What follows belongs to an exercise in optimizing a design on an open flow for small area, a short achievable clock period and few clock cycles; a production flow would make more cautious choices. In this exercise RTL edits were held to simulation tests only and were not proved equivalent to the original.

[design/flow/flow/run.sh]
#!/bin/bash
set -euo pipefail
bash standard.sh finish SETUP_SLACK_MARGIN=7.5 > standard.log 2>&1
[design/flow/standard.sh]
#!/bin/bash
# synth_recipe.tcl (not shown) runs the flow's synth.tcl, then flattens the netlist and writes it again
# the make line also repeats each setting of config.mk as NAME=value (left out here)
make -C /OpenROAD-flow-scripts/flow DESIGN_CONFIG=/design/flow/config.mk WORK_HOME=/design/flow/orfs CLKGATE_MAP_FILE= SYNTH_SCRIPT=/design/flow/synth_recipe.tcl "${@:-finish}"
[design/flow/config.mk]
export PLATFORM = sky130hd
export DESIGN_NAME = gf2_isirr
export DESIGN_NICKNAME = gf2_isirr
export VERILOG_FILES = /design/flow/design.v
export SDC_FILE = /design/flow/constraint.sdc
export NUM_CORES = 8
export LEC_CHECK = 0
export CAP_MARGIN = 20
export CORE_MARGIN = 2
export CORE_UTILIZATION = 30
export PLACE_DENSITY = 0.5
export SLEW_MARGIN = 20
[design/flow/constraint.sdc]
create_clock -name core_clock -period 12.0 [get_ports {clk}]
set_input_delay 2.4000 -clock core_clock [delete_from_list [all_inputs] [get_ports {clk}]]
set_output_delay 2.4000 -clock core_clock [all_outputs]
set_load 0.01 [all_outputs]
[design/flow/design.v]
module gf2_isirr (
    input  wire        clk,
    input  wire        rst,
    input  wire        start,
    input  wire [63:0] f,
    input  wire [5:0]  n,
    output wire        busy,
    output reg         done,
    output reg         err,
    output reg         irr,
    output reg  [6:0]  missed
);
    localparam integer KD = 4;      
    localparam integer KL = 2;      
    localparam integer J  = 2;      
    localparam integer T  = 4;      
    localparam integer NQ = 64 / KD;
    localparam [3:0] S_IDLE  = 4'd0,
                     S_CHECK = 4'd1,
                     S_GCD0  = 4'd2,
                     S_DINIT = 4'd3,
                     S_LOOP  = 4'd5,
                     S_DIV   = 4'd6,
                     S_DEG   = 4'd7,
                     S_CNT   = 4'd8;
    reg [3:0]   st;
    reg         bsy;
    reg [63:0]  F;           
    reg [63:0]  A, B;        
    reg [127:0] W;           
    reg [5:0]   nr;          
    reg [7:0]   dl;          
    reg         g1;          
    reg         gz;          
    reg [5:0]   m;           
    reg [5:0]   kq;          
    reg [5:0]   cnt;         
    reg [5:0]   dd;          
    reg [5:0]   t;           
    reg [6:0]   r;           
    reg [KD-1:0] finv;       
    assign busy = bsy;
    function [5:0] deg64;
        input [63:0] v;
        integer i;
        begin
            deg64 = 6'd0;
            for (i = 0; i < 64; i = i + 1)
                if (v[i]) deg64 = i[5:0];
        end
    endfunction
    wire [5:0] deg_f = deg64(F);
    localparam integer L  = J * T;
    localparam integer CO = J * T;
    localparam integer NC = 2 * CO + 1;
    reg [L-1:0] anl_n, bnl_n;
    reg [NC:0] lt;
    integer    li, lb;
    reg [8:0]  kv;
    reg        lres;
    always @* begin
        for (li = 0; li <= NC; li = li + 1) begin
            kv = li - CO;                   
            lres = 1'b0;
            for (lb = 0; lb < 8; lb = lb + 1) begin
                if ((lb == 7 ? ~kv[7] : kv[lb]) == 1'b1)
                    lres = (lb == 7 ? ~dl[7] : dl[lb]) ? lres : 1'b1;
                else
                    lres = (lb == 7 ? ~dl[7] : dl[lb]) ? 1'b0 : lres;
            end
            lt[li] = lres;
        end
    end
    reg [J-1:0]   cx, csw;        
    reg [J*T-1:0] cs;             
    reg           cneg, dneg;
    reg [NC-1:0]  ch, chn;
    reg [L-1:0]   na, nb, nbx;
    reg [T-1:0]   s1h;
    integer       cj, ci, ck;
    always @* begin
        na = ~anl_n; nb = ~bnl_n;
        cneg = 1'b0;
        ch = {NC{1'b0}}; ch[CO] = 1'b1;
        cx = {J{1'b0}}; csw = {J{1'b0}}; cs = {(J*T){1'b0}};
        for (cj = 0; cj < J; cj = cj + 1) begin
            dneg = 1'b0;
            for (ck = 0; ck < NC; ck = ck + 1)
                dneg = dneg | (ch[ck] & (cneg ? ~lt[ck + 1] : lt[2*CO - ck]));
            cx[cj]  = nb[0];
            csw[cj] = nb[0] & dneg;
            nbx = nb[0] ? (na ^ nb) : nb;
            if (csw[cj]) na = nb;
            s1h = {T{1'b0}};
            s1h[T-1] = 1'b1;
            for (ci = T - 1; ci >= 1; ci = ci - 1)
                if (nbx[ci]) begin s1h = {T{1'b0}}; s1h[ci-1] = 1'b1; end
            cs[cj*T +: T] = s1h;
            nb = {L{1'b0}};
            for (ci = 1; ci <= T; ci = ci + 1)
                nb = nb | ((nbx >> ci) & {L{s1h[ci-1]}});
            if (csw[cj]) begin
                cneg = ~cneg;
                for (ck = 0; ck < NC; ck = ck + 1)
                    chn[ck] = ch[NC - 1 - ck];
                ch = chn;
            end
            chn = {NC{1'b0}};
            for (ci = 1; ci <= T; ci = ci + 1)
                chn = chn | ((ch >> ci) & {NC{s1h[ci-1]}});
            ch = chn;
        end
    end
    reg [7:0] cc;
    integer   cb;
    always @* begin
        cc = 8'd0;
        for (cb = 0; cb < NC; cb = cb + 1)
            if (ch[cb]) cc = cc | (cb - CO);
    end
    wire [7:0] dneg_v = ~dl + 8'd1;
    wire [7:0] dsel   = cneg ? dneg_v : dl;
    reg  [7:0] pg_p, pg_g, gd;
    integer    pi, pd;
    always @* begin
        pg_p = dsel ^ cc;
        pg_g = dsel & cc;
        for (pd = 1; pd < 8; pd = pd * 2)
            for (pi = 7; pi >= 0; pi = pi - 1)
                if (pi >= pd) begin
                    pg_g[pi] = pg_g[pi] | (pg_p[pi] & pg_g[pi - pd]);
                    pg_p[pi] = pg_p[pi] & pg_p[pi - pd];
                end
        gd = (dsel ^ cc) ^ {pg_g[6:0], 1'b0};
    end
    reg [63:0] ga, gb, gx;
    integer    gj, gk;
    always @* begin
        ga = A; gb = B;
        for (gj = 0; gj < J; gj = gj + 1) begin
            gx = gb ^ (ga & {64{(gj == 0) ? B[0] : cx[gj]}});
            if (csw[gj]) ga = gb;
            gb = 64'd0;
            for (gk = 1; gk <= T; gk = gk + 1)
                gb = gb | ((gx >> gk) & {64{cs[gj*T + gk - 1]}});
        end
    end
    reg [KD-1:0]   q;
    reg [KD+63:0]  qf;
    integer        mi, mj;
    always @* begin
        for (mi = 0; mi < KD; mi = mi + 1) begin
            q[mi] = 1'b0;
            for (mj = 0; mj <= mi; mj = mj + 1)
                q[mi] = q[mi] ^ (W[mj] & finv[mi - mj]);
        end
        qf = {(KD+64){1'b0}};
        for (mi = 0; mi < KD; mi = mi + 1)
            qf = qf ^ ({{KD{1'b0}}, F & {64{q[mi]}}} << mi);
    end
    wire [127:0] wx = W ^ {{(64-KD){1'b0}}, qf};
    wire [127:0] wm = {((st == S_DIV) ? q : {KD{1'b0}}), wx[127:KD]};
    function [KD-1:0] inv_lo;
        input [KD-1:0] p;
        integer i, j;
        begin
            inv_lo = {KD{1'b0}};
            inv_lo[0] = 1'b1;
            for (i = 1; i < KD; i = i + 1)
                for (j = 1; j <= i; j = j + 1)
                    inv_lo[i] = inv_lo[i] ^ (p[j] & inv_lo[i - j]);
        end
    endfunction
    reg [127:0] sp;
    integer si;
    always @* begin
        sp = 128'd0;
        for (si = 0; si < 64; si = si + 1)
            sp[2*si] = W[si];
    end
    wire [6:0]  kq_of_m7 = ({1'b0, m} + KD - 1) >> KL;        
    wire [5:0]  kq_of_m  = kq_of_m7[5:0];
    wire [6:0]  kk       = {1'b0, kq} << KL;                  
    wire [5:0]  km1      = kk[5:0] - 6'd1;                    
    wire [63:0] onek     = 64'd1 << km1;                      
    wire [5:0]  m_n      = F[0] ? nr : nr - 6'd1;             
    wire [6:0]  kq_n7    = ({1'b0, m_n} + KD - 1) >> KL;
    wire [5:0]  kq_n     = kq_n7[5:0];
    wire [6:0]  kn7      = {1'b0, kq_n} << KL;
    wire [5:0]  kn1      = kn7[5:0] - 6'd1;                   
    wire [5:0]  dd1      = dd + 6'd1;
    wire        more     = ({dd1, 1'b0} <= {1'b0, m});        
    wire [6:0]  rfin     = r + {6'd0, (m != 6'd0)};
    wire        cz       = (cnt == 6'd0);
    wire        gfin     = g1 | gz;
    wire chk_err  = (nr == 6'd0) || (deg_f != nr);
    wire chk_red  = (B == 64'd0) || (!A[0] && !B[0]);
    wire dinit_fin = (m_n < 6'd2);
    wire [6:0] dinit_r = (F[0] ? 7'd0 : 7'd1) + {6'd0, m_n != 6'd0};
    always @(posedge clk) begin
        if (rst) begin
            st     <= S_IDLE;
            bsy    <= 1'b0;
            done   <= 1'b0;
            err    <= 1'b0;
            irr    <= 1'b0;
            missed <= 7'd0;
        end else begin
            done <= 1'b0;
            case (st)
                S_IDLE: begin
                    if (start) begin
                        st  <= S_CHECK;
                        bsy <= 1'b1;
                    end
                end
                S_CHECK: begin
                    if (chk_err) begin
                        done <= 1'b1; err <= 1'b1; irr <= 1'b0; missed <= 7'd0;
                        st <= S_IDLE; bsy <= 1'b0;
                    end else if (chk_red) begin
                        done <= 1'b1; err <= 1'b0; irr <= 1'b0; missed <= 7'd0;
                        st <= S_IDLE; bsy <= 1'b0;
                    end else begin
                        st <= S_GCD0;
                    end
                end
                S_GCD0: begin
                    if (g1) begin
                        st <= S_DINIT;
                    end else if (gz) begin
                        done <= 1'b1; err <= 1'b0; irr <= 1'b0; missed <= 7'd0;
                        st <= S_IDLE; bsy <= 1'b0;
                    end
                end
                S_DINIT: begin
                    if (dinit_fin) begin
                        done <= 1'b1; err <= 1'b0;
                        irr    <= (dinit_r == 7'd1);
                        missed <= dinit_r;
                        st <= S_IDLE; bsy <= 1'b0;
                    end else begin
                        st <= S_LOOP;
                    end
                end
                S_LOOP: begin
                    if (g1 && !more) begin
                        done <= 1'b1; err <= 1'b0;
                        irr <= (rfin == 7'd1); missed <= rfin;
                        st <= S_IDLE; bsy <= 1'b0;
                    end else if (gfin && !g1 && cz) begin
                        st <= S_DIV;
                    end
                end
                S_DIV: begin
                    if (cnt == 6'd1) st <= S_DEG;
                end
                S_DEG: st <= S_CNT;
                S_CNT: begin
                    if (t == dd) st <= S_LOOP;
                end
                default: begin
                    st <= S_IDLE; bsy <= 1'b0;
                end
            endcase
        end
    end
    reg [63:0] a_nx, b_nx;
    reg        ab_ld;
    always @* begin
        a_nx = A; b_nx = B; ab_ld = 1'b0;
        case (st)
            S_IDLE: begin
                a_nx = f;
                b_nx = (f & 64'hAAAAAAAAAAAAAAAA) >> 1;
            end
            S_CHECK: begin
                ab_ld = 1'b1;
                if (!A[0]) begin a_nx = B; b_nx = A; end
            end
            S_GCD0: begin
                a_nx = ga; b_nx = gb;
            end
            S_DINIT: begin
                ab_ld = 1'b1;
            end
            S_LOOP: begin
                if (g1 && cz) begin
                    ab_ld = 1'b1;
                    a_nx  = F;
                    b_nx  = W[63:0] ^ onek;
                end else if (gfin && !g1 && cz) begin
                    b_nx = W[63:0];
                end else begin
                    a_nx = ga; b_nx = gb;
                end
            end
            S_CNT: begin
                ab_ld = 1'b1;
            end
            default: ;
        endcase
    end
    always @(posedge clk) begin
        A     <= a_nx;
        B     <= b_nx;
        anl_n <= ~a_nx[L-1:0];
        bnl_n <= ~b_nx[L-1:0];
        if (ab_ld) begin
            g1 <= 1'b0;
            gz <= 1'b0;
        end else begin
            g1 <= g1 | (A == 64'd1);
            gz <= gz | (B == 64'd0);
        end
        case (st)
            S_IDLE: begin
                F  <= f;
                nr <= n;
            end
            S_CHECK: begin
                dl <= A[0] ? 8'hFF : 8'd1;
            end
            S_GCD0: begin
                dl <= gd;
            end
            S_DINIT: begin
                if (!F[0]) F <= F >> 1;
                finv <= inv_lo(F[0] ? F[KD-1:0] : F[KD:1]);
                m  <= m_n;
                r  <= F[0] ? 7'd0 : 7'd1;
                kq <= kq_n;
                dd <= 6'd0;
                W   <= 128'd1 << {kn1, 1'b0};
                cnt <= kq_n;
                g1 <= 1'b1;
            end
            S_LOOP: begin
                if (!cz) begin
                    W   <= wm;
                    cnt <= cnt - 6'd1;
                end
                if (g1 && cz) begin
                    dl  <= {1'b0, kk} - 8'd1 - {2'b0, m};
                    W   <= sp;
                    cnt <= kq;
                    dd  <= dd1;
                end else if (gfin && !g1 && cz) begin
                    W    <= {64'd0, F};
                    F    <= A;
                    finv <= inv_lo(A[KD-1:0]);
                    cnt  <= NQ[5:0];
                end else begin
                    dl <= gd;
                end
            end
            S_DIV: begin
                W   <= wm;
                cnt <= cnt - 6'd1;
                if (cnt == 6'd1) F <= wm[127:64];
            end
            S_DEG: begin
                finv <= inv_lo(F[KD-1:0]);
                t  <= m - deg_f;
                m  <= deg_f;
            end
            S_CNT: begin
                r <= r + 7'd1;
                t <= t - dd;
                if (t == dd) begin
                    W   <= {64'd0, B};
                    cnt <= kq - kq_of_m;
                    kq  <= kq_of_m;
                    g1  <= 1'b1;
                end
            end
            default: ;
        endcase
    end
endmodule
==> results of run 1 <==
## routing by layer
metal  vias up  share of wire [%]  track usage, %
li1      15200                  -               -
met3       335                 12            7.02
met1     17400                 42            40.8
met2      2456                 42            41.7
met5         -             0.0075               0
met4         2                4.0            10.6
## layout make-up
type / instances / area [um2]
tap: 1500 / 1880
multi-input combinational: 3280 / 21300
inverter: 61 / 231
fill: 11700 / 72900
timing repair buffer: 254 / 2560
sequential: 405 / 11700
clock inverter: 31 / 342
clock buffer: 65 / 1420
antenna: 8 / 20.0
## flip-flops by register name, summed over array words and instances, names as in the netlist
signal / flops
B: 64
g1: 1
m: 6
gz: 1
err: 1
F: 64
dl: 8
st: 4
dd: 6
t: 6
anl_n: 7
missed: 7
bsy: 1
bnl_n: 8
r: 7
cnt: 6
finv: 3
A: 64
done: 1
kq: 5
W: 128
irr: 1
nr: 6
## layout by cell type, fill, tap and decap left out, types with 10 or more instances in the layout
| cell | synthesis | routed |
|---|---|---|
| a22oi_1 | 70 | 68 |
| a21o_1 | 23 | 22 |
| o31ai_1 | 22 | 18 |
| a311oi_1 | 15 | 15 |
| inv_1 | 60 | 59 |
| xnor2_1 | 275 | 268 |
| o21ai_0 | 244 | 231 |
| nor2b_1 | 21 | 20 |
| and2_1 | 46 | 44 |
| edfxtp_1 | 358 | 358 |
| nand2_1 | 634 | 627 |
| xor2_1 | 177 | 177 |
| nor3_1 | 44 | 39 |
| a222oi_1 | 145 | 145 |
| a211oi_1 | 19 | 16 |
| nor4_1 | 57 | 52 |
| clkinv_2 | 0 | 14 |
| a221o_1 | 35 | 35 |
| nand4_1 | 22 | 22 |
| buf_4 | 9 | 130 |
| a31oi_1 | 22 | 18 |
| dfxtp_1 | 47 | 40 |
| clkbuf_16 | 0 | 53 |
| o22ai_1 | 42 | 42 |
| a21oi_1 | 303 | 295 |
| o221ai_1 | 107 | 107 |
| nor2_1 | 484 | 472 |
| o21a_1 | 11 | 10 |
| buf_6 | 3 | 17 |
| mux2i_1 | 94 | 93 |
| buf_12 | 0 | 10 |
| a221oi_1 | 34 | 33 |
| ha_1 | 49 | 48 |
| nand3_1 | 36 | 32 |
| o211ai_1 | 31 | 31 |
| nor2_4 | 0 | 11 |
| a22o_1 | 41 | 41 |
| clkdlybuf4s50_1 | 0 | 83 |
| o2bb2ai_1 | 10 | 10 |
## worst min-delay path by stage
| stage | to | slack, ns | depth (start not counted) |
|---|---|---|---|
| final | missed[4] | 0.45 | 2 |
| after global routing | missed[3] | 0.47 | 2 |
| after CTS | missed[3] | 0.45 | 2 |
| after detailed placement | missed[4] | 0.45 | 2 |
| after global placement | missed[3] | 0.44 | 2 |
| after floorplan | missed[3] | 0.47 | 2 |
## worst register-to-register path: cells and delay by family (launching register included)
kind	cells	cell delay, ns
buf+inv	3	0.44
flops	1	0.39
compound gates	8	1.38
xor+xnor	1	0.20
fa+ha+maj	1	0.30
mux	2	0.48
simple gates	7	1.45
## per-stage QoR
step / hold WS (ns) / setup WS [ns] / instance area, um2 / util, %
floorplan: 0.470 / 7.50 / 34100 / -
global placement: 0.440 / 5.32 / 36000 / 32.0
detailed placement: 0.446 / 5.30 / 36000 / 32.0
CTS: 0.453 / 7.13 / 39200 / 34.9
global route: 0.473 / 6.87 / 39400 / 35.1
finish: 0.450 / 7.11 / 39400 / 35.1
## cells by family after synthesis
logic type / after synthesis / share of synthesized area (%)
simple gates: 1422 / 17.9
buf+inv: 448 / 5.27
compound gates: 1245 / 25.7
xor+xnor: 452 / 11.7
mux: 100 / 2.97
flops: 405 / 34.4
fa+ha+maj: 54 / 2.10
## synthesized netlist by cell type, types with 41 or more instances
library cell	count
a21oi_1	303
a222oi_1	145
a22o_1	41
a22oi_1	70
and2_1	46
buf_1	46
clkbuf_1	289
dfxtp_1	47
edfxtp_1	358
ha_1	49
inv_1	60
mux2i_1	94
nand2_1	634
nor2_1	484
nor3_1	44
nor4_1	57
o21ai_0	244
o221ai_1	107
o22ai_1	42
xnor2_1	275
xor2_1	177
## repair_timing
action                     in CTS  in global routing
hold endpoints to repair        0                  0
pin swaps                      51                 14
gates cloned                   14                  1
gates resized for setup       139                 21
buffers inserted               79                  9
setup endpoints to repair     178                113
==> results.json, run 1 <==
{
  "drive_above_1_share_pct": 9.99,
  "crit_chain": "buf_4, nor2b_4, buf_12, buf_16, mux2_4, a31o_4, and3_4, nor2_4, nor3_1, or3b_1, a221o_1, ha_1, a21o_1, a21oi_2, o21bai_1, a21oi_2, o21bai_1, a21oi_2, xor2_1, nor3_1, mux2i_1, nand2_1",
  "grt_max_degree": 131,
  "syn_avg_cell_area_um2": 8.23,
  "tightest_slew_ns": 1.20,
  "wire_per_inst_um": 30.9,
  "regToRegSetupSlack_ns": 7.11,
  "hpwl_mm": 117,
  "grt-ovfl-total": 0,
  "hp-start": "missed[4]",
  "ys_types": 86,
  "die_x_um": 340,
  "synth-async-reset-ratio_pct": 0,
  "vias": 35400,
  "reg2reg_from": "bnl_n[0]",
  "slew_viol_final": 0,
  "period_share_pct": 40.8,
  "synth_warnings": 1,
  "fin_setup_tns_ns": 0,
  "cp_common_cell": "a21oi_2",
  "r2r_end": "dl[7]",
  "crit_slowest_cell": "dfxtp_4",
  "synth_top_area_share_pct": 31.7,
  "drc": 0,
  "cts_hold_buf": 0,
  "cts_num_sinks": 405,
  "crit_cells": 22,
  "routed_wl_mm": 173,
  "worst_skew_pair.late_latency_ns": 0.64,
  "finalNonFillerCells": 5604,
  "core_area_um2": 112000,
  "grt_pass1_vias": 31800,
  "ant_nets": 0,
  "rsz0062_at_grt": "yes",
  "period_needed_ns": 4.89,
  "startpoint": "bnl_n[0]",
  "antenna_found_initial": 2,
  "start_util_pct": 30.2,
  "syn_inst": 4126,
  "fin_nets": 4180,
  "portBuffers": 83,
  "setup_violations": 0,
  "slew_headroom_pct": 19.4,
  "cp.required_ns": 12.38,
  "die_y_um": 340,
  "final_hold_viol_count": 0,
  "syn_nets": 4253,
  "synth_area_um2": 34000,
  "cts_max_level": 2,
  "yosysTopAreaCell": "edfxtp_1",
  "cap_violations": 0,
  "tritoncts": "yes",
  "synth_area_leaders": "edfxtp_1 (32%), xnor2_1 (7.1%), nand2_1 (7.0%)",
  "fp.dieArea_um2": 116000,
  "cts_buffers": 51,
  "critPathArrivalTime_ns": 5.27,
  "start_kind": "flop",
  "slowest_delay_ns": 0.39,
  "path_class": "reg -> reg",
  "clkSlewWorstSetupHoldPaths_ns": 0.06,
  "grt.total_usage_pct": 28.7,
  "hold_class": "reg -> reg",
  "max_freq_mhz": 204,
  "routed_via_density": 6.32,
  "r2r_cells": 22,
  "grt_pass1_wl_mm": 245,
  "crit_path_max_fanout": 11,
  "drtIter0Drc": 6388,
  "pin_count": 84,
  "crit_buf_inv": 3,
  "gp_congestion": 0.969,
  "place_inst": 5397,
  "ys.flop_type": "edfxtp_1",
  "first_pass_iters": 8,
  "cp-end-kind": "flop",
  "cts_root_buf": "clkbuf_16",
  "crit_end": "dl[7]",
  "ys_seq_area_share_pct": 34.4,
  "area_growth_pct": 16.1,
  "finalClockSkew_ns": 0.0340,
  "cts_buffer_depth": 3,
  "ys_ff_latch": 405,
  "critical-path-top-delay-family": "simple AND/OR/NAND/NOR gates",
  "rows": 123,
  "synth_edf_count": 358,
  "outcome": "finished clean"
}
Testbench counts, summed over its fixed seeds: cycles 65,067.
==> run 2, diff against run 1 <==
--- a/design/flow/design.v
+++ b/design/flow/design.v
@@ -111,27 +111,17 @@
             ch = chn;
         end
     end
-    reg [7:0] cc;
+    reg [7:0] gd;
+    reg [7:0] cand;
     integer   cb;
     always @* begin
-        cc = 8'd0;
-        for (cb = 0; cb < NC; cb = cb + 1)
-            if (ch[cb]) cc = cc | (cb - CO);
-    end
-    wire [7:0] dneg_v = ~dl + 8'd1;
-    wire [7:0] dsel   = cneg ? dneg_v : dl;
-    reg  [7:0] pg_p, pg_g, gd;
-    integer    pi, pd;
-    always @* begin
-        pg_p = dsel ^ cc;
-        pg_g = dsel & cc;
-        for (pd = 1; pd < 8; pd = pd * 2)
-            for (pi = 7; pi >= 0; pi = pi - 1)
-                if (pi >= pd) begin
-                    pg_g[pi] = pg_g[pi] | (pg_p[pi] & pg_g[pi - pd]);
-                    pg_p[pi] = pg_p[pi] & pg_p[pi - pd];
-                end
-        gd = (dsel ^ cc) ^ {pg_g[6:0], 1'b0};
+        gd = 8'd0;
+        for (cb = 0; cb < NC; cb = cb + 1) begin
+            cand = dl + (cb - CO);
+            gd = gd | (cand & {8{ch[cb] & ~cneg}});
+            cand = (~dl) + (cb - CO + 1);
+            gd = gd | (cand & {8{ch[cb] & cneg}});
+        end
     end
     reg [63:0] ga, gb, gx;
     integer    gj, gk;
==> design/flow/flow/run.sh (replaced) <==
#!/bin/bash
set -euo pipefail
bash standard.sh finish SETUP_SLACK_MARGIN=8.5 > standard.log 2>&1
==> run 2 against run 1 <==
  * Via count is 19% higher
  * Sequential share of layout area shrank 4.9 points
  * Routed wire length rose by 28%
  * Non-clock buffer count rose by 292
  * Utilization increased by 4.9 points
  * Count of clock-buffer cells in the layout rose by 6
  * Fmax rose by 21%
  * Synthesized cell count is 7.8% higher
  * Worst hold slack improved by 0.024 ns
  * Critical path depth shrank 8
  * Critical path type unchanged
  * Highest routed layer unchanged
==> results.json, run 2 <==
{
  "slew_viol_final": 0,
  "grt-ovfl-total": 0,
  "crit_chain": "buf_12, or3b_4, nand2_8, nor2_1, a221oi_4, xor2_4, buf_4, mux2i_2, buf_4, nand2_4, a31o_2, o2bb2ai_1, or4_1, o32a_1",
  "area_growth_pct": 31.9,
  "final_hold_viol_count": 0,
  "finalClockSkew_ns": 0.0372,
  "fp.dieArea_um2": 122000,
  "cts_root_buf": "clkbuf_16",
  "routed_via_density": 6.68,
  "synth_edf_count": 358,
  "synth_most_common_cell": "nand2_1",
  "final_common_cell": "nand2_1",
  "critPathArrivalTime_ns": 4.46,
  "drc": 0,
  "tightest_slew_ns": 1.42,
  "gp_congestion": 0.982,
  "cts_buffers": 51,
  "portBuffers": 83,
  "syn_nets": 4583,
  "hold_class": "reg -> reg",
  "crit_path_max_fanout": 10,
  "hp-start": "missed[2]",
  "ys.flop_type": "edfxtp_1",
  "cp-end-kind": "flop",
  "finalNonFillerCells": 6300,
  "cp_common_cell": "buf_4",
  "fin_setup_tns_ns": 0,
  "outcome": "finished clean",
  "cts_buffer_depth": 3,
  "crit_slowest_cell": "or3b_4",
  "slowest_delay_ns": 0.47,
  "worst_skew_pair.late_latency_ns": 0.67,
  "clkSlewWorstSetupHoldPaths_ns": 0.08,
  "final_cell_mix": "nand2_1 (648), nor2_1 (461), edfxtp_1 (358)",
  "grt.total_usage_pct": 33.1,
  "cts_max_level": 2,
  "fin_nets": 4784,
  "die_y_um": 350,
  "synth_area_leaders": "edfxtp_1 (30%), nand2_1 (6.9%), xnor2_1 (6.8%)",
  "vias": 42100,
  "r2r_cells": 14,
  "synth-async-reset-ratio_pct": 0,
  "die_x_um": 350,
  "first_pass_iters": 14,
  "start_kind": "flop",
  "core_area_um2": 118000,
  "hpwl_mm": 131,
  "syn_inst": 4449,
  "synth_warnings": 1,
  "largest_reg_flops": 128,
  "yosysTopAreaCell": "edfxtp_1",
  "antenna_found_initial": 7,
  "ys_types": 106,
  "cap_violations": 0,
  "grt_pass1_wl_mm": 293,
  "min_to": "missed[2]",
  "ys_top_cells_by_count": "nand2_1 (658), nor2_1 (490), edfxtp_1 (358), clkbuf_1 (319), o21ai_0 (297)",
  "grt_pass1_vias": 37500,
  "wire_per_inst_um": 35.2,
  "synth_area_um2": 35900,
  "regToRegSetupSlack_ns": 7.95,
  "period_needed_ns": 4.05,
  "cts_hold_buf": 0,
  "r2r_end": "dl[4]",
  "grt_max_degree": 134,
  "synth_top_area_share_pct": 30.0,
  "ys_seq_area_share_pct": 32.6,
  "top_register": "W",
  "path_class": "reg -> reg",
  "drtIter0Drc": 8071,
  "tritoncts": "yes",
  "rows": 126,
  "multi_input_area_um2": 25300,
  "reg2reg_from": "bnl_n[0]",
  "period_share_pct": 33.7,
  "startpoint": "bnl_n[0]",
  "slew_headroom_pct": 4.60,
  "routed_wl_mm": 222,
  "cp.required_ns": 12.41,
  "setup_violations": 0,
  "pin_count": 84,
  "start_util_pct": 30.3,
  "place_inst": 5811,
  "ant_nets": 0,
  "fill_cells": 11800,
  "ff_latch_area_um2": 11700,
  "rsz0062_at_grt": "yes",
  "cts_num_sinks": 405,
  "drive_above_1_share_pct": 22.2,
  "whs_path_depth": 2,
  "syn_avg_cell_area_um2": 8.07,
  "max_freq_mhz": 247,
  "ys_ff_latch": 405
}
-- run 2: worst max-delay path by stage --
| stage | end | slack [ns] | cells after the start |
|---|---|---|---|
| global placement | dl[3] | 5.78 | 14 |
| floorplan | W[100] | 7.91 | 9 |
| detailed placement | dl[5] | 5.79 | 14 |
| CTS | dl[3] | 8.02 | 17 |
| global route | dl[3] | 7.89 | 17 |
| finish | dl[4] | 7.95 | 14 |
-- run 2: metal layers --
metal	track usage (%)	part of all wire, %
met5	0	0.015
met4	21.2	8.9
met3	8.96	14
met1	42.3	36
met2	49.2	41
-- run 2: worst max-delay path, delay by kind of cell (launching register included) --
kind | cells | cell delay, ns
and+or+nand+nor | 5 | 1.21
DFF | 1 | 0.40
buffers and inverters | 3 | 0.53
muxes | 1 | 0.26
xor gates and xnor gates | 1 | 0.28
AOI/OAI and AO/OA | 4 | 1.13
-- run 2: timing repair --
item,CTS,global route
pin swaps,106,154
endpoints found under the setup margin,495,268
buffers inserted,228,100
cloned,36,22
gates resized for setup,458,359
-- run 2: per-stage QoR --
step                      setup slack (ns)  area, um2  util [%]  hold WS [ns]
final                                 7.95      47300      40.0         0.474
after global routing                  7.89      47300      40.0         0.499
after CTS                             8.02      44500      37.6         0.472
after detailed placement              5.79      38300      32.3         0.469
after global placement                5.78      38200      32.3         0.464
after floorplan                       7.91      36200         -         0.494
-- run 2: kinds of logic after synthesis --
family	after synthesis	synth area share, %
AOI/OAI and AO/OA	1355	26.5
xor gates and xnor gates	458	11.2
adders and majority gates	61	2.21
buffers and inverters	490	5.34
DFF	405	32.6
muxes	98	2.81
and+or+nand+nor	1582	19.4
-- run 2: cell type report --
class	count	share of cell area [%]
antenna	7	0.0370
clock buffer	71	3.13
clock inverter	25	0.531
inverter	78	0.692
multi-input combinational	3568	53.5
sequential	405	24.8
tap	1600	4.23
timing repair buffer	546	13.1
Testbench counts of run 2, summed over its fixed seeds: cycles 65,067.
==> run 3, diff against run 2 <==
--- a/design/flow/design.v
+++ b/design/flow/design.v
@@ -39,6 +39,7 @@
     reg [5:0]   t;           
     reg [6:0]   r;           
     reg [KD-1:0] finv;       
+    reg         wz;          
     assign busy = bsy;
     function [5:0] deg64;
         input [63:0] v;
@@ -149,7 +150,7 @@
             qf = qf ^ ({{KD{1'b0}}, F & {64{q[mi]}}} << mi);
     end
     wire [127:0] wx = W ^ {{(64-KD){1'b0}}, qf};
-    wire [127:0] wm = {((st == S_DIV) ? q : {KD{1'b0}}), wx[127:KD]};
+    wire [127:0] wm = {{KD{1'b0}}, wx[127:KD]};
     function [KD-1:0] inv_lo;
         input [KD-1:0] p;
         integer i, j;
@@ -184,7 +185,8 @@
     wire        cz       = (cnt == 6'd0);
     wire        gfin     = g1 | gz;
     wire chk_err  = (nr == 6'd0) || (deg_f != nr);
-    wire chk_red  = (B == 64'd0) || (!A[0] && !B[0]);
+    wire [63:0] fder = (F & 64'hAAAAAAAAAAAAAAAA) >> 1;       
+    wire chk_red  = (fder == 64'd0) || (!F[0] && !F[1]);
     wire dinit_fin = (m_n < 6'd2);
     wire [6:0] dinit_r = (F[0] ? 7'd0 : 7'd1) + {6'd0, m_n != 6'd0};
     always @(posedge clk) begin
@@ -243,7 +245,7 @@
                     end
                 end
                 S_DIV: begin
-                    if (cnt == 6'd1) st <= S_DEG;
+                    if (wz) st <= S_DEG;
                 end
                 S_DEG: st <= S_CNT;
                 S_CNT: begin
@@ -260,13 +262,10 @@
     always @* begin
         a_nx = A; b_nx = B; ab_ld = 1'b0;
         case (st)
-            S_IDLE: begin
-                a_nx = f;
-                b_nx = (f & 64'hAAAAAAAAAAAAAAAA) >> 1;
-            end
             S_CHECK: begin
                 ab_ld = 1'b1;
-                if (!A[0]) begin a_nx = B; b_nx = A; end
+                a_nx  = F[0] ? F : fder;
+                b_nx  = F[0] ? fder : F;
             end
             S_GCD0: begin
                 a_nx = ga; b_nx = gb;
@@ -280,11 +279,14 @@
                     a_nx  = F;
                     b_nx  = W[63:0] ^ onek;
                 end else if (gfin && !g1 && cz) begin
-                    b_nx = W[63:0];
+                    a_nx = W[63:0];
                 end else begin
                     a_nx = ga; b_nx = gb;
                 end
             end
+            S_DIV: begin
+                if (cnt[5:4] == 2'b00) b_nx[{cnt[3:0], 2'b00} +: KD] = q;
+            end
             S_CNT: begin
                 ab_ld = 1'b1;
             end
@@ -309,7 +311,7 @@
                 nr <= n;
             end
             S_CHECK: begin
-                dl <= A[0] ? 8'hFF : 8'd1;
+                dl <= F[0] ? 8'hFF : 8'd1;
             end
             S_GCD0: begin
                 dl <= gd;
@@ -339,15 +341,17 @@
                     W    <= {64'd0, F};
                     F    <= A;
                     finv <= inv_lo(A[KD-1:0]);
-                    cnt  <= NQ[5:0];
+                    cnt  <= 6'd0;
+                    wz   <= 1'b0;
                 end else begin
                     dl <= gd;
                 end
             end
             S_DIV: begin
                 W   <= wm;
-                cnt <= cnt - 6'd1;
-                if (cnt == 6'd1) F <= wm[127:64];
+                cnt <= cnt + 6'd1;
+                wz  <= (W[63:0] == 64'd0);
+                if (wz) F <= B;
             end
             S_DEG: begin
                 finv <= inv_lo(F[KD-1:0]);
@@ -358,7 +362,7 @@
                 r <= r + 7'd1;
                 t <= t - dd;
                 if (t == dd) begin
-                    W   <= {64'd0, B};
+                    W   <= {64'd0, A};
                     cnt <= kq - kq_of_m;
                     kq  <= kq_of_m;
                     g1  <= 1'b1;
==> run 3 against run 2 <==
  * Clock skew grew 0.029 ns
  * Sequential share of layout area shrank 1.7 points
  * Critical path depth is 1 higher
  * Register-to-register slack better by 0.07 ns
  * Non-clock buffer count shrank 1
  * Utilization is 0.40 points lower
  * Still clean on timing, DRC and antenna
  * Area after synthesis is essentially flat
  * Worst hold slack better by 0.0056 ns
  * First-iteration DRC count is 5.8% lower
  * Worst setup slack gained 0.065 ns
==> results.json, run 3 <==
{
  "cts_num_sinks": 374,
  "hp-start": "missed[6]",
  "die_x_um": 350,
  "cp-end-kind": "flop",
  "grt_max_degree": 81,
  "clkSlewWorstSetupHoldPaths_ns": 0.08,
  "antenna_found_initial": 15,
  "tritoncts": "yes",
  "fin_setup_tns_ns": 0,
  "pin_count": 84,
  "cts_buffer_depth": 3,
  "ys_types": 92,
  "critical-path-top-delay-family": "compound AO/OA/AOI/OAI gates",
  "crit_chain": "buf_4, ha_4, ha_1, a31oi_2, nor4_4, a211oi_4, buf_6, a21oi_4, buf_12, nor2_1, a31o_2, a2111o_1, nor4bb_2, o221a_2, a31oi_1",
  "vias": 42300,
  "slew_headroom_pct": 15.4,
  "synth_warnings": 1,
  "period_share_pct": 33.2,
  "grt_pass1_wl_mm": 296,
  "drtIter0Drc": 7603,
  "final_common_cell": "nand2_1",
  "syn_avg_cell_area_um2": 7.94,
  "fin_nets": 4852,
  "period_needed_ns": 3.98,
  "start_kind": "flop",
  "synth_top_area_share_pct": 27.4,
  "routed_via_density": 6.64,
  "area_growth_pct": 30.6,
  "syn_inst": 4518,
  "synth_most_common_cell": "nand2_1",
  "final_cell_mix": "nand2_1 (794), nor2_1 (360), edfxtp_1 (327)",
  "grt.total_usage_pct": 33.3,
  "max_freq_mhz": 251,
  "finalNonFillerCells": 6364,
  "cts_max_level": 2,
  "cts_buffers": 49,
  "worst_skew_pair.late_latency_ns": 0.68,
  "crit_path_max_fanout": 8,
  "dpl_cell_area_um2": 38500,
  "ys.flop_type": "edfxtp_1",
  "stdcell_area_um2": 46900,
  "rows": 126,
  "grt-ovfl-total": 0,
  "synth-async-reset-ratio_pct": 0,
  "startpoint": "dl[1]",
  "reg2reg_from": "dl[1]",
  "slew_viol_final": 0,
  "critPathArrivalTime_ns": 4.36,
  "cp.required_ns": 12.38,
  "synth_area_um2": 35900,
  "ys_seq_area_share_pct": 30.0,
  "core_area_um2": 118000,
  "slowest_delay_ns": 0.47,
  "routed_wl_mm": 216,
  "portBuffers": 83,
  "ant_nets": 0,
  "finalClockSkew_ns": 0.0663,
  "place_inst": 5898,
  "first_pass_iters": 13,
  "fill_cells": 11800,
  "final_hold_viol_count": 0,
  "ys_ff_latch": 374,
  "grt_pass1_vias": 38900,
  "path_class": "reg -> reg",
  "synth_edf_count": 327,
  "crit_buf_inv": 3,
  "wire_per_inst_um": 33.9,
  "cts_hold_buf": 0,
  "setup_violations": 0,
  "fp.dieArea_um2": 122000,
  "gp_congestion": 1.02,
  "largest_reg_flops": 96,
  "drive_above_1_share_pct": 21.7,
  "yosysTopAreaCell": "edfxtp_1",
  "cts_root_buf": "clkbuf_16",
  "start_util_pct": 30.3,
  "rsz0062_at_grt": "yes",
  "outcome": "finished clean",
  "cap_violations": 0,
  "drc": 0,
  "tightest_slew_ns": 1.27,
  "hold_class": "reg -> reg",
  "ys_top_cells_by_count": "nand2_1 (820), nor2_1 (403), clkbuf_1 (338), edfxtp_1 (327), xnor2_1 (306)",
  "hpwl_mm": 138,
  "syn_nets": 4656,
  "die_y_um": 350,
  "top_register": "W",
  "crit_slowest_cell": "nor4_4",
  "synth_area_leaders": "edfxtp_1 (27%), nand2_1 (8.6%), xnor2_1 (7.5%)"
}
==> run 3: changes by cell type after synthesis, moves of 28 or more <==
cell,change
edfxtp_1,-31
a222oi_1,-71
nor2b_1,-32
o221ai_1,+50
xnor2_1,+28
nor3_1,-29
mux2i_1,+95
nor2_1,-87
nand2_1,+162
o21ai_0,-110
a221oi_1,+38
a22oi_1,+45
==> run 3: what timing repair did <==
action                                  in CTS  in global routing
cloned                                      20                  8
pin swaps                                   94                154
endpoints found under the setup margin     370                257
buffers inserted                           252                 85
gates resized for setup                    452                344
==> run 3: logic make-up (layout without fill, tap and decap cells) <==
| kind of cell | after synthesis | count (layout) | synth area share, % |
|---|---|---|---|
| other | 0 | 9 | 0 |
| AND/OR/NAND/NOR | 1640 | 1645 | 19.9 |
| multiplexers | 186 | 186 | 5.20 |
| XOR/XNOR | 473 | 473 | 11.6 |
| flip-flops | 374 | 374 | 30.0 |
| adder cells (fa/ha/maj) | 65 | 65 | 2.35 |
| buffers and inverters | 483 | 714 | 5.13 |
| AO/OA/AOI/OAI | 1297 | 1298 | 25.9 |
==> run 3: worst reg2reg max path, delay by kind of cell, from the launching register on <==
kind | cells | cell delay (ns)
flops | 1 | 0.45
compound gates | 7 | 1.42
buf+inv | 3 | 0.51
fa+ha+maj | 2 | 0.39
simple gates | 3 | 0.96
==> run 3: worst paths after layout <==
| path | to | slack, ns | depth (start not counted) |
|---|---|---|---|
| min | missed[6] | 0.48 | 2 |
| max reg2reg | dl[5] | 8.02 | 15 |
| min reg2reg | missed[6] | 0.48 | 2 |
| max | dl[5] | 8.02 | 15 |
==> run 3: final cells by class <==
class                   instances  area (um2)  share of cell area [%]
diodes                          9        22.5                  0.0481
clock buffers                  55        1270                    2.71
multi-input cells            3667       26400                    56.4
clock inverters                37         342                   0.729
well taps                    1600        2000                    4.27
flip-flops and latches        374       10800                    23.0
inverters                      77         320                   0.683
repair buffers                545        5710                    12.2
==> run 3: per-layer routing <==
metal,track usage (%),vias to the layer above,share of wire [%]
met1,40.9,20200,36
met4,23.2,18,8.8
met2,49.1,3638,41
met3,11.0,1113,14
li1,-,17300,-
met5,0,-,0.12
==> run 3: through the flow <==
stage / utilization [%] / hold slack (ns) / setup slack, ns
after floorplan: - / 0.479 / 8.39
after CTS: 37.5 / 0.483 / 8.18
after global placement: 32.5 / 0.466 / 6.68
final: 39.6 / 0.480 / 8.02
after detailed placement: 32.5 / 0.467 / 6.62
after global routing: 39.6 / 0.493 / 7.97
Testbench counts of run 3, summed over its fixed seeds: cycles 63,186.
==> run 4, diff against run 3 <==
--- a/design/flow/design.v
+++ b/design/flow/design.v
@@ -30,8 +30,8 @@
     reg [127:0] W;           
     reg [5:0]   nr;          
     reg [7:0]   dl;          
-    reg         g1;          
-    reg         gz;          
+    reg         g1r;         
+    reg         gzr;         
     reg [5:0]   m;           
     reg [5:0]   kq;          
     reg [5:0]   cnt;         
@@ -183,6 +183,8 @@
     wire        more     = ({dd1, 1'b0} <= {1'b0, m});        
     wire [6:0]  rfin     = r + {6'd0, (m != 6'd0)};
     wire        cz       = (cnt == 6'd0);
+    wire        g1       = g1r | (A == 64'd1) | (B == 64'd1);
+    wire        gz       = gzr | (B == 64'd0);
     wire        gfin     = g1 | gz;
     wire chk_err  = (nr == 6'd0) || (deg_f != nr);
     wire [63:0] fder = (F & 64'hAAAAAAAAAAAAAAAA) >> 1;       
@@ -299,11 +301,11 @@
         anl_n <= ~a_nx[L-1:0];
         bnl_n <= ~b_nx[L-1:0];
         if (ab_ld) begin
-            g1 <= 1'b0;
-            gz <= 1'b0;
+            g1r <= 1'b0;
+            gzr <= 1'b0;
         end else begin
-            g1 <= g1 | (A == 64'd1);
-            gz <= gz | (B == 64'd0);
+            g1r <= g1;
+            gzr <= gz;
         end
         case (st)
             S_IDLE: begin
@@ -325,7 +327,7 @@
                 dd <= 6'd0;
                 W   <= 128'd1 << {kn1, 1'b0};
                 cnt <= kq_n;
-                g1 <= 1'b1;
+                g1r <= 1'b1;
             end
             S_LOOP: begin
                 if (!cz) begin
@@ -365,7 +367,7 @@
                     W   <= {64'd0, A};
                     cnt <= kq - kq_of_m;
                     kq  <= kq_of_m;
-                    g1  <= 1'b1;
+                    g1r <= 1'b1;
                 end
             end
             default: ;
==> design/flow/flow/run.sh (replaced) <==
#!/bin/bash
set -euo pipefail
bash standard.sh finish SETUP_SLACK_MARGIN=7.5 > standard.log 2>&1
==> run 4 against run 3 <==
  * Routed wire length shrank 11%
  * Sequential cell count is the same
  * Still clean on timing, DRC and antenna
  * Critical endpoint is now W[30]
  * Clock skew shrank 0.027 ns
  * Largest cell class unchanged
  * Non-clock buffer count shrank 272
  * Final area shrank 13%
==> results.json, run 4 <==
{
  "die_y_um": 346,
  "drtIter0Drc": 6428,
  "final_hold_viol_count": 0,
  "path_class": "reg -> reg",
  "ys.flop_type": "edfxtp_1",
  "grt_max_degree": 71,
  "portBuffers": 83,
  "cts_buffers": 50,
  "fp.dieArea_um2": 120000,
  "rsz0062_at_grt": "yes",
  "syn_avg_cell_area_um2": 8.02,
  "syn_nets": 4514,
  "cts_buffer_depth": 3,
  "crit_path_max_fanout": 70,
  "ys_seq_area_share_pct": 30.7,
  "worst_hold_slack_ns": 0.483,
  "cp.required_ns": 12.37,
  "synth_warnings": 1,
  "worst_skew_pair.late_latency_ns": 0.68,
  "gp_congestion": 1.00,
  "start_util_pct": 30.2,
  "synth_edf_count": 327,
  "fin_nets": 4458,
  "finalClockSkew_ns": 0.0390,
  "start_kind": "flop",
  "routed_via_density": 6.52,
  "area_growth_pct": 15.8,
  "wire_per_inst_um": 32.5,
  "die_x_um": 346,
  "max_freq_mhz": 221,
  "synth-async-reset-ratio_pct": 0,
  "rows": 125,
  "synth_most_common_cell": "nand2_1",
  "cap_violations": 0,
  "final_common_cell": "nand2_1",
  "grt-ovfl-total": 0,
  "slew_viol_final": 0,
  "cts_root_buf": "clkbuf_16",
  "cp-end-kind": "flop",
  "synth_top_area_share_pct": 28.0,
  "vias": 38400,
  "synth_area_um2": 35100,
  "core_area_um2": 116000,
  "top_register": "W",
  "setup_ws_ns": 7.48,
  "outcome": "finished clean",
  "final_cell_mix": "nand2_1 (838), edfxtp_1 (327), xnor2_1 (292)",
  "drc": 0,
  "cts_max_level": 2,
  "period_share_pct": 37.7,
  "tightest_slew_ns": 1.32,
  "hpwl_mm": 127,
  "dpl_worst_slack_ns": 6.17,
  "yosysTopAreaCell": "edfxtp_1",
  "cts_hold_buf": 0,
  "fin_setup_tns_ns": 0,
  "grt.total_usage_pct": 30.0,
  "critPathArrivalTime_ns": 4.89,
  "ys_ff_latch": 374,
  "ys_types": 112,
  "routed_wl_mm": 191,
  "synth_area_leaders": "edfxtp_1 (28%), nand2_1 (9.1%), xnor2_1 (7.3%)",
  "fill_cells": 12200,
  "first_pass_iters": 13,
  "largest_reg_flops": 96,
  "slew_headroom_pct": 11.7,
  "ant_nets": 0,
  "period_needed_ns": 4.52,
  "ys_top_cells_by_count": "nand2_1 (846), edfxtp_1 (327), clkbuf_1 (306), nor2_1 (306), xnor2_1 (294)",
  "grt_pass1_vias": 35100,
  "drive_above_1_share_pct": 10.3,
  "syn_inst": 4374,
  "cts_num_sinks": 374,
  "clkSlewWorstSetupHoldPaths_ns": 0.06,
  "grt_pass1_wl_mm": 266,
  "pin_count": 84,
  "antenna_found_initial": 8,
  "setup_violations": 0,
  "hold_class": "reg -> reg",
  "tritoncts": "yes"
}
[run 4: repair_timing]
item / 4_1_cts / 5_1_grt
endpoints found under the hold margin: 0 / 0
setup endpoints to repair: 381 / 254
resized for setup: 96 / 57
pin swaps: 10 / 12
gates cloned: 6 / 8
setup buffers: 32 / 38
[run 4: worst max-delay path, stage by stage, from the launching register on]
cell and delay [ns]:
edfxtp_1 0.52, nor4_2 0.45, buf_4 0.22, nand4_1 0.40
nor4_4 0.41, a211oi_1 0.09, buf_4 0.27, nand2b_2 0.21
nor2_4 0.10, buf_6 0.31, a222oi_1 0.91, o221ai_1 0.26
[run 4: path summary, 6_finish.rpt]
path / end / depth (start not counted) / start / slack [ns]
worst max-delay path: W[30] / 11 / A[12] / 7.48
worst min-delay path: irr / 2 / irr / 0.48
worst max register to register: W[30] / 11 / A[12] / 7.48
worst min register to register: irr / 2 / irr / 0.48
[run 4: layout make-up]
type / count / area [um2] / share of cell area, %
clock inverter: 34 / 374 / 0.920
sequential: 374 / 10800 / 26.5
timing repair buffer: 273 / 2640 / 6.50
multi-input combinational: 3546 / 23300 / 57.4
tap: 1524 / 1910 / 4.69
clock buffer: 60 / 1340 / 3.30
inverter: 73 / 290 / 0.714
antenna: 3 / 7.51 / 0.0185
[run 4: through the flow]
step / cell area [um2] / cells / util [%]
after floorplan: 35100 / 4374 / -
after global placement: 37400 / 5706 / 32.2
after detailed placement: 37400 / 5706 / 32.2
after CTS: 39900 / 5838 / 34.4
after global routing: 40600 / 5885 / 35.0
final: 40600 / 5887 / 35.0
[run 4: layer usage]
metal  vias up  GRT usage, %  share of wire (%)
met1     18500          38.7                 38
li1      16300             -                  -
met5         -         0.880               0.12
met4        14          18.4                7.5
met3       651          8.71                 13
met2      2904          43.9                 42
[run 4: cell families (layout without fill, tap and decap cells)]
logic type	Yosys count	count (layout)	synth area share, %
compound gates	1310	1311	26.9
fa+ha+maj	67	67	2.47
xor+xnor	476	476	11.9
flops	374	374	30.7
buf+inv	459	440	5.11
simple gates	1587	1590	20.0
other cells	0	3	0
mux	101	102	2.97
Testbench counts of run 4, summed over its fixed seeds: cycles 58,862.
==> run 5, diff against run 4 <==
--- a/design/flow/design.v
+++ b/design/flow/design.v
@@ -18,7 +18,6 @@
     localparam [3:0] S_IDLE  = 4'd0,
                      S_CHECK = 4'd1,
                      S_GCD0  = 4'd2,
-                     S_DINIT = 4'd3,
                      S_LOOP  = 4'd5,
                      S_DIV   = 4'd6,
                      S_DEG   = 4'd7,
@@ -189,8 +188,6 @@
     wire chk_err  = (nr == 6'd0) || (deg_f != nr);
     wire [63:0] fder = (F & 64'hAAAAAAAAAAAAAAAA) >> 1;       
     wire chk_red  = (fder == 64'd0) || (!F[0] && !F[1]);
-    wire dinit_fin = (m_n < 6'd2);
-    wire [6:0] dinit_r = (F[0] ? 7'd0 : 7'd1) + {6'd0, m_n != 6'd0};
     always @(posedge clk) begin
         if (rst) begin
             st     <= S_IDLE;
@@ -221,22 +218,18 @@
                 end
                 S_GCD0: begin
                     if (g1) begin
-                        st <= S_DINIT;
+                        if (m < 6'd2) begin
+                            done <= 1'b1; err <= 1'b0;
+                            irr <= (rfin == 7'd1); missed <= rfin;
+                            st <= S_IDLE; bsy <= 1'b0;
+                        end else begin
+                            st <= S_LOOP;
+                        end
                     end else if (gz) begin
                         done <= 1'b1; err <= 1'b0; irr <= 1'b0; missed <= 7'd0;
                         st <= S_IDLE; bsy <= 1'b0;
                     end
                 end
-                S_DINIT: begin
-                    if (dinit_fin) begin
-                        done <= 1'b1; err <= 1'b0;
-                        irr    <= (dinit_r == 7'd1);
-                        missed <= dinit_r;
-                        st <= S_IDLE; bsy <= 1'b0;
-                    end else begin
-                        st <= S_LOOP;
-                    end
-                end
                 S_LOOP: begin
                     if (g1 && !more) begin
                         done <= 1'b1; err <= 1'b0;
@@ -272,9 +265,6 @@
             S_GCD0: begin
                 a_nx = ga; b_nx = gb;
             end
-            S_DINIT: begin
-                ab_ld = 1'b1;
-            end
             S_LOOP: begin
                 if (g1 && cz) begin
                     ab_ld = 1'b1;
@@ -314,11 +304,6 @@
             end
             S_CHECK: begin
                 dl <= F[0] ? 8'hFF : 8'd1;
-            end
-            S_GCD0: begin
-                dl <= gd;
-            end
-            S_DINIT: begin
                 if (!F[0]) F <= F >> 1;
                 finv <= inv_lo(F[0] ? F[KD-1:0] : F[KD:1]);
                 m  <= m_n;
@@ -327,7 +312,13 @@
                 dd <= 6'd0;
                 W   <= 128'd1 << {kn1, 1'b0};
                 cnt <= kq_n;
-                g1r <= 1'b1;
+            end
+            S_GCD0: begin
+                dl <= gd;
+                if (!cz) begin
+                    W   <= wm;
+                    cnt <= cnt - 6'd1;
+                end
             end
             S_LOOP: begin
                 if (!cz) begin
==> run 5 against run 4 <==
  * Critical path depth rose by 4
  * Via count increased by 12%
  * Utilization down 0.64 points
  * Clock skew up 0.017 ns
  * Count of clock-buffer cells in the layout up 10
  * Die area grew 11%
  * Routed wire length up 16%
==> results.json, run 5 <==
{
  "routed_wl_mm": 222,
  "start_util_pct": 30.1,
  "first_pass_iters": 10,
  "critical-path-top-delay-family": "buffers and inverters",
  "fill_cells": 13500,
  "finalClockSkew_ns": 0.0564,
  "cts_num_sinks": 406,
  "routed_via_density": 6.57,
  "synth_edf_count": 359,
  "final_core_util_pct": 34.4,
  "grt-ovfl-total": 0,
  "crit_path_max_fanout": 49,
  "fin_nets": 4915,
  "outcome": "finished clean",
  "drive_above_1_share_pct": 9.33,
  "ys_types": 96,
  "period_needed_ns": 4.53,
  "worst_skew_pair.late_latency_ns": 0.72,
  "rows": 132,
  "cap_violations": 0,
  "crit_buf_inv": 5,
  "slowest_delay_ns": 0.68,
  "synth_area_um2": 38900,
  "setup_ws_ns": 7.47,
  "reg2reg_from": "B[55]",
  "tightest_slew_ns": 1.26,
  "dpl_worst_slack_ns": 5.75,
  "crit_slowest_cell": "edfxtp_1",
  "rsz0062_at_grt": "yes",
  "fin_setup_tns_ns": 0,
  "final_hold_viol_count": 0,
  "cts_buffers": 54,
  "hold_class": "reg -> reg",
  "period_share_pct": 37.7,
  "pin_count": 84,
  "synth-async-reset-ratio_pct": 0,
  "drc": 0,
  "start_kind": "flop",
  "critPathArrivalTime_ns": 5.09,
  "grt_max_degree": 80,
  "slew_headroom_pct": 16.1,
  "cts_max_level": 2,
  "core_area_um2": 129000,
  "vias": 43100,
  "die_y_um": 364,
  "hp-start": "missed[2]",
  "area_growth_pct": 14.1,
  "die_x_um": 364,
  "ys_ff_latch": 406,
  "gp_congestion": 1.01,
  "max_freq_mhz": 221,
  "ys_seq_area_share_pct": 30.2,
  "synth_most_common_cell": "nand2_1",
  "clkSlewWorstSetupHoldPaths_ns": 0.06,
  "final_cell_mix": "nand2_1 (658), nor2_1 (539), a21oi_1 (429)",
  "ant_nets": 0,
  "syn_inst": 4948,
  "yosysTopAreaCell": "edfxtp_1",
  "cp.required_ns": 12.57,
  "grt.total_usage_pct": 32.2,
  "tritoncts": "yes",
  "fp.dieArea_um2": 132000,
  "cp-end-kind": "flop",
  "grt_pass1_vias": 39400,
  "setup_violations": 0,
  "crit_chain": "nor4_2, nand4_1, nor4_4, a211oi_4, buf_6, nand2b_1, buf_4, nand2_2, buf_12, o21ai_4, buf_8, a222oi_1, nand3_1, o21a_1, inv_1",
  "hpwl_mm": 147,
  "ff_latch_area_um2": 11700,
  "multi_input_area_um2": 25800,
  "grt_pass1_wl_mm": 308,
  "path_class": "reg -> reg",
  "drtIter0Drc": 7596,
  "ys_top_cells_by_count": "nand2_1 (672), nor2_1 (554), a21oi_1 (431), clkbuf_1 (368), edfxtp_1 (359)",
  "top_register": "W",
  "ys.flop_type": "edfxtp_1",
  "syn_nets": 5084,
  "synth_top_area_share_pct": 27.7,
  "syn_avg_cell_area_um2": 7.85,
  "cts_root_buf": "clkbuf_16",
  "portBuffers": 83,
  "startpoint": "B[55]",
  "final_common_cell": "nand2_1",
  "slew_viol_final": 0,
  "largest_reg_flops": 128,
  "synth_area_leaders": "edfxtp_1 (28%), xnor2_1 (6.8%), nand2_1 (6.5%)",
  "antenna_found_initial": 10,
  "cts_buffer_depth": 3,
  "synth_warnings": 1,
  "wire_per_inst_um": 33.9
}
-- run 5: final timing paths --
path | endpoint | slack (ns) | cells past startpoint
max | anl_n[4] | 7.47 | 15
min | missed[2] | 0.47 | 2
max reg2reg | anl_n[4] | 7.47 | 15
min reg2reg | missed[2] | 0.47 | 2
-- run 5: per-layer routing --
metal	vias to the layer above	routed length, um	part of all wire (%)	global-route usage [%]
met3	945	31800	14	11.4
met1	20600	81600	37	40.2
li1	18000	-	-	-
met2	3611	89500	40	46.2
met5	-	51	0.023	0.0726
met4	6	19300	8.7	22.2
-- run 5: logic make-up after synthesis --
| group | share of synthesized area (%) |
|---|---|
| AND/OR/NAND/NOR | 18.5 |
| AO/OA/AOI/OAI | 26.2 |
| buffers and inverters | 5.82 |
| XOR/XNOR | 10.7 |
| flip-flops | 30.2 |
| multiplexers | 6.52 |
| adder cells (fa/ha/maj) | 2.11 |
-- run 5: area by class of cell --
cell class / count / area share (%)
clock inverter: 28 / 0.672
timing repair buffer: 253 / 5.32
inverter: 104 / 0.889
tap: 1742 / 4.91
antenna: 5 / 0.0282
sequential: 406 / 26.4
multi-input combinational: 3960 / 58.3
clock buffer: 70 / 3.44
-- run 5: stage by stage --
step / hold WS [ns] / area (um2) / std cells
floorplan: 0.496 / 38900 / 4948
global placement: 0.467 / 41400 / 6423
detailed placement: 0.469 / 41400 / 6423
CTS: 0.479 / 43800 / 6551
global route: 0.503 / 44300 / 6565
finish: 0.473 / 44300 / 6568
-- run 5: repair_timing --
item	4_1_cts	5_1_grt
endpoints found under the hold margin	0	0
buffers inserted	24	11
endpoints found under the setup margin	399	363
pin swaps	10	5
gates cloned	6	1
resized for setup	92	82
hold buffers	0	0
-- run 5: tightest hold or removal path, delay by kind of cell, from the launching register on --
| kind | cells | cell delay, ns |
|---|---|---|
| mux | 1 | 0.06 |
| flops | 1 | 0.30 |
| simple gates | 1 | 0.06 |
Testbench counts of run 5, summed over its fixed seeds: cycles 56,973.
==> run 6, diff against run 5 <==
==> design/flow/flow/run.sh (replaced) <==
#!/bin/bash
set -euo pipefail
bash standard.sh finish SETUP_SLACK_MARGIN=8 > standard.log 2>&1
==> run 6 against run 5 <==
  * Still clean on timing, DRC and antenna
  * Count of clock-buffer cells in the layout increased by 5
  * Worst setup slack improved by 0.36 ns
  * Fmax increased by 8.7%
  * Critical endpoint is now W[30]
  * Largest cell class unchanged
==> results.json, run 6 <==
{
  "gp_congestion": 1.01,
  "grt_pass1_vias": 40000,
  "vias": 44400,
  "max_freq_mhz": 240,
  "finalClockSkew_ns": 0.0523,
  "die_x_um": 364,
  "cp-end-kind": "flop",
  "synth_edf_count": 359,
  "ys_ff_latch": 406,
  "tritoncts": "yes",
  "period_needed_ns": 4.16,
  "cts_buffers": 56,
  "startpoint": "A[13]",
  "syn_inst": 4948,
  "reg2reg_from": "A[13]",
  "syn_nets": 5084,
  "ant_nets": 0,
  "start_kind": "flop",
  "crit_end": "W[30]",
  "outcome": "finished clean",
  "setup_violations": 0,
  "drtIter0Drc": 8267,
  "hpwl_mm": 147,
  "die_y_um": 364,
  "synth_area_um2": 38900,
  "slew_viol_final": 0,
  "clkSlewWorstSetupHoldPaths_ns": 0.06,
  "ys_seq_area_share_pct": 30.2,
  "grt_max_degree": 67,
  "ys_types": 96,
  "pin_count": 84,
  "cts_buffer_depth": 3,
  "antenna_found_initial": 24,
  "synth_area_leaders": "edfxtp_1 (28%), xnor2_1 (6.8%), nand2_1 (6.5%)",
  "period_share_pct": 34.7,
  "whs_path_depth": 2,
  "dpl_worst_slack_ns": 5.43,
  "worst_skew_pair.late_latency_ns": 0.72,
  "r2r_end": "W[30]",
  "routed_wl_mm": 234,
  "crit_path_max_fanout": 31,
  "top_register": "W",
  "setup_ws_ns": 7.84,
  "grt.total_usage_pct": 33.5,
  "wire_per_inst_um": 34.7,
  "ys.flop_type": "edfxtp_1",
  "regToRegSetupSlack_ns": 7.84,
  "final_cell_mix": "nand2_1 (653), nor2_1 (538), a21oi_1 (428)",
  "cts_hold_buf": 0,
  "synth_top_area_share_pct": 27.7,
  "synth_warnings": 1,
  "slew_headroom_pct": 7.75,
  "synth_most_common_cell": "nand2_1",
  "largest_reg_flops": 128,
  "ys_top_cells_by_count": "nand2_1 (672), nor2_1 (554), a21oi_1 (431), clkbuf_1 (368), edfxtp_1 (359)",
  "rsz0062_at_grt": "yes",
  "fin_nets": 5061,
  "synth-async-reset-ratio_pct": 0,
  "dpl_cell_area_um2": 41400,
  "fin_setup_tns_ns": 0,
  "area_growth_pct": 20.2,
  "portBuffers": 83,
  "fp.dieArea_um2": 132000,
  "first_pass_iters": 11,
  "critPathArrivalTime_ns": 4.58,
  "syn_avg_cell_area_um2": 7.85,
  "cts_max_level": 2,
  "fill_cells": 13300,
  "grt-ovfl-total": 0,
  "start_util_pct": 30.1,
  "path_class": "reg -> reg",
  "grt_pass1_wl_mm": 320,
  "cts_root_buf": "clkbuf_16",
  "routed_via_density": 6.59,
  "hold_class": "reg -> reg",
  "final_hold_viol_count": 0,
  "r2r_cells": 13,
  "rows": 132,
  "cts_num_sinks": 406,
  "stdcell_area_um2": 46700,
  "cp.required_ns": 12.41,
  "core_area_um2": 129000,
  "final_common_cell": "nand2_1",
  "drive_above_1_share_pct": 13.0,
  "drc": 0,
  "cap_violations": 0,
  "yosysTopAreaCell": "edfxtp_1",
  "tightest_slew_ns": 1.38
}
run 6: cell counts after synthesis:
No cell type changed its count.
run 6: final cells by class:
type	instances	area, um2	share of cell area [%]
repair buffers	392	4080	8.73
diodes	16	40.0	0.0857
inverters	104	408	0.873
clock buffers	75	1560	3.33
flip-flops and latches	406	11700	25.1
multi-input cells	3965	26400	56.5
clock inverters	28	313	0.670
well taps	1742	2180	4.67
run 6: worst min path at each step:
stage	start	endpoint	slack (ns)
global route	missed[2]	missed[2]	0.49
detailed placement	missed[3]	missed[3]	0.46
floorplan	missed[1]	missed[1]	0.50
finish	irr	irr	0.47
global placement	missed[3]	missed[3]	0.46
CTS	missed[5]	missed[5]	0.47
run 6: critical path, cell delays in order, from the launching register on:
cell and delay, ns:
edfxtp_1 0.48, nor4_2 0.08, buf_4 0.17, nand4_1 0.33
nor4_4 0.11, a211oi_4 0.23, buf_4 0.39, nand2b_4 0.36
buf_6 0.35, nor2_4 0.11, buf_12 0.15, clkbuf_16 0.20
a221oi_2 0.64, o211ai_1 0.18
run 6: cells by family after synthesis:
kind of cell / Yosys count / synth area share [%]
AOI/OAI and AO/OA: 1500 / 26.2
buffers and inverters: 588 / 5.82
DFF: 406 / 30.2
muxes: 252 / 6.52
adders and majority gates: 63 / 2.11
xor gates and xnor gates: 476 / 10.7
and+or+nand+nor: 1663 / 18.5
run 6: stage by stage:
| stage | utilization, % | cells | hold WS (ns) |
|---|---|---|---|
| after floorplan | - | 4948 | 0.496 |
| after global placement | 32.1 | 6422 | 0.465 |
| after detailed placement | 32.1 | 6422 | 0.464 |
| after CTS | 35.2 | 6624 | 0.474 |
| after global routing | 36.2 | 6714 | 0.489 |
| final | 36.2 | 6728 | 0.470 |
run 6: what timing repair did:
action | 4_1_cts | 5_1_grt
endpoints found under the setup margin | 570 | 367
resized for setup | 231 | 115
pin swaps | 30 | 39
cloned | 22 | 7
buffers inserted | 77 | 80
run 6: per-layer routing:
metal | global-route usage [%] | wire [um]
met1 | 42.7 | 87700
met2 | 47.3 | 93900
met3 | 13.1 | 34600
met4 | 20.1 | 17300
met5 | 0 | 213

-- static timing again, ports no longer ideal --
No port has a modelled driver above. Below, the same layouts with a new extraction and two added sets of constraints.
Step 1, drivers: a clkbuf_16 drives clk and a buf_2 each remaining input, both assumed.
Step 2 also shifts input and output timing later by t, the mid clock arrival at the registers, as if the neighbouring blocks saw the same clock.
Three values: no drivers, after step 1, after step 2; two values: the first two.
| run | shift t [ns] | setup WS [ns] | hold slack, ns |
|---|---|---|---|
| run 1 | 0.704 | 7.110 / 7.110 / 7.110 | 0.450 / 0.450 / 0.450 |
| run 2 | 0.726 | 7.953 / 7.953 / 7.931 | 0.474 / 0.474 / 0.474 |
| run 3 | 0.720 | 8.019 / 8.019 / 8.019 | 0.480 / 0.480 / 0.480 |
| run 4 | 0.736 | 7.480 / 7.480 / 7.480 | 0.483 / 0.483 / 0.483 |
| run 5 | 0.770 | 7.473 / 7.473 / 7.473 | 0.473 / 0.473 / 0.473 |
| run 6 | 0.774 | 7.835 / 7.835 / 7.523 | 0.470 / 0.470 / 0.470 |
After both steps every run listed still meets setup and hold. The setup slack of run 6, which loses most, moves by 0.000 ns with the drivers and by -0.312 ns with both steps.
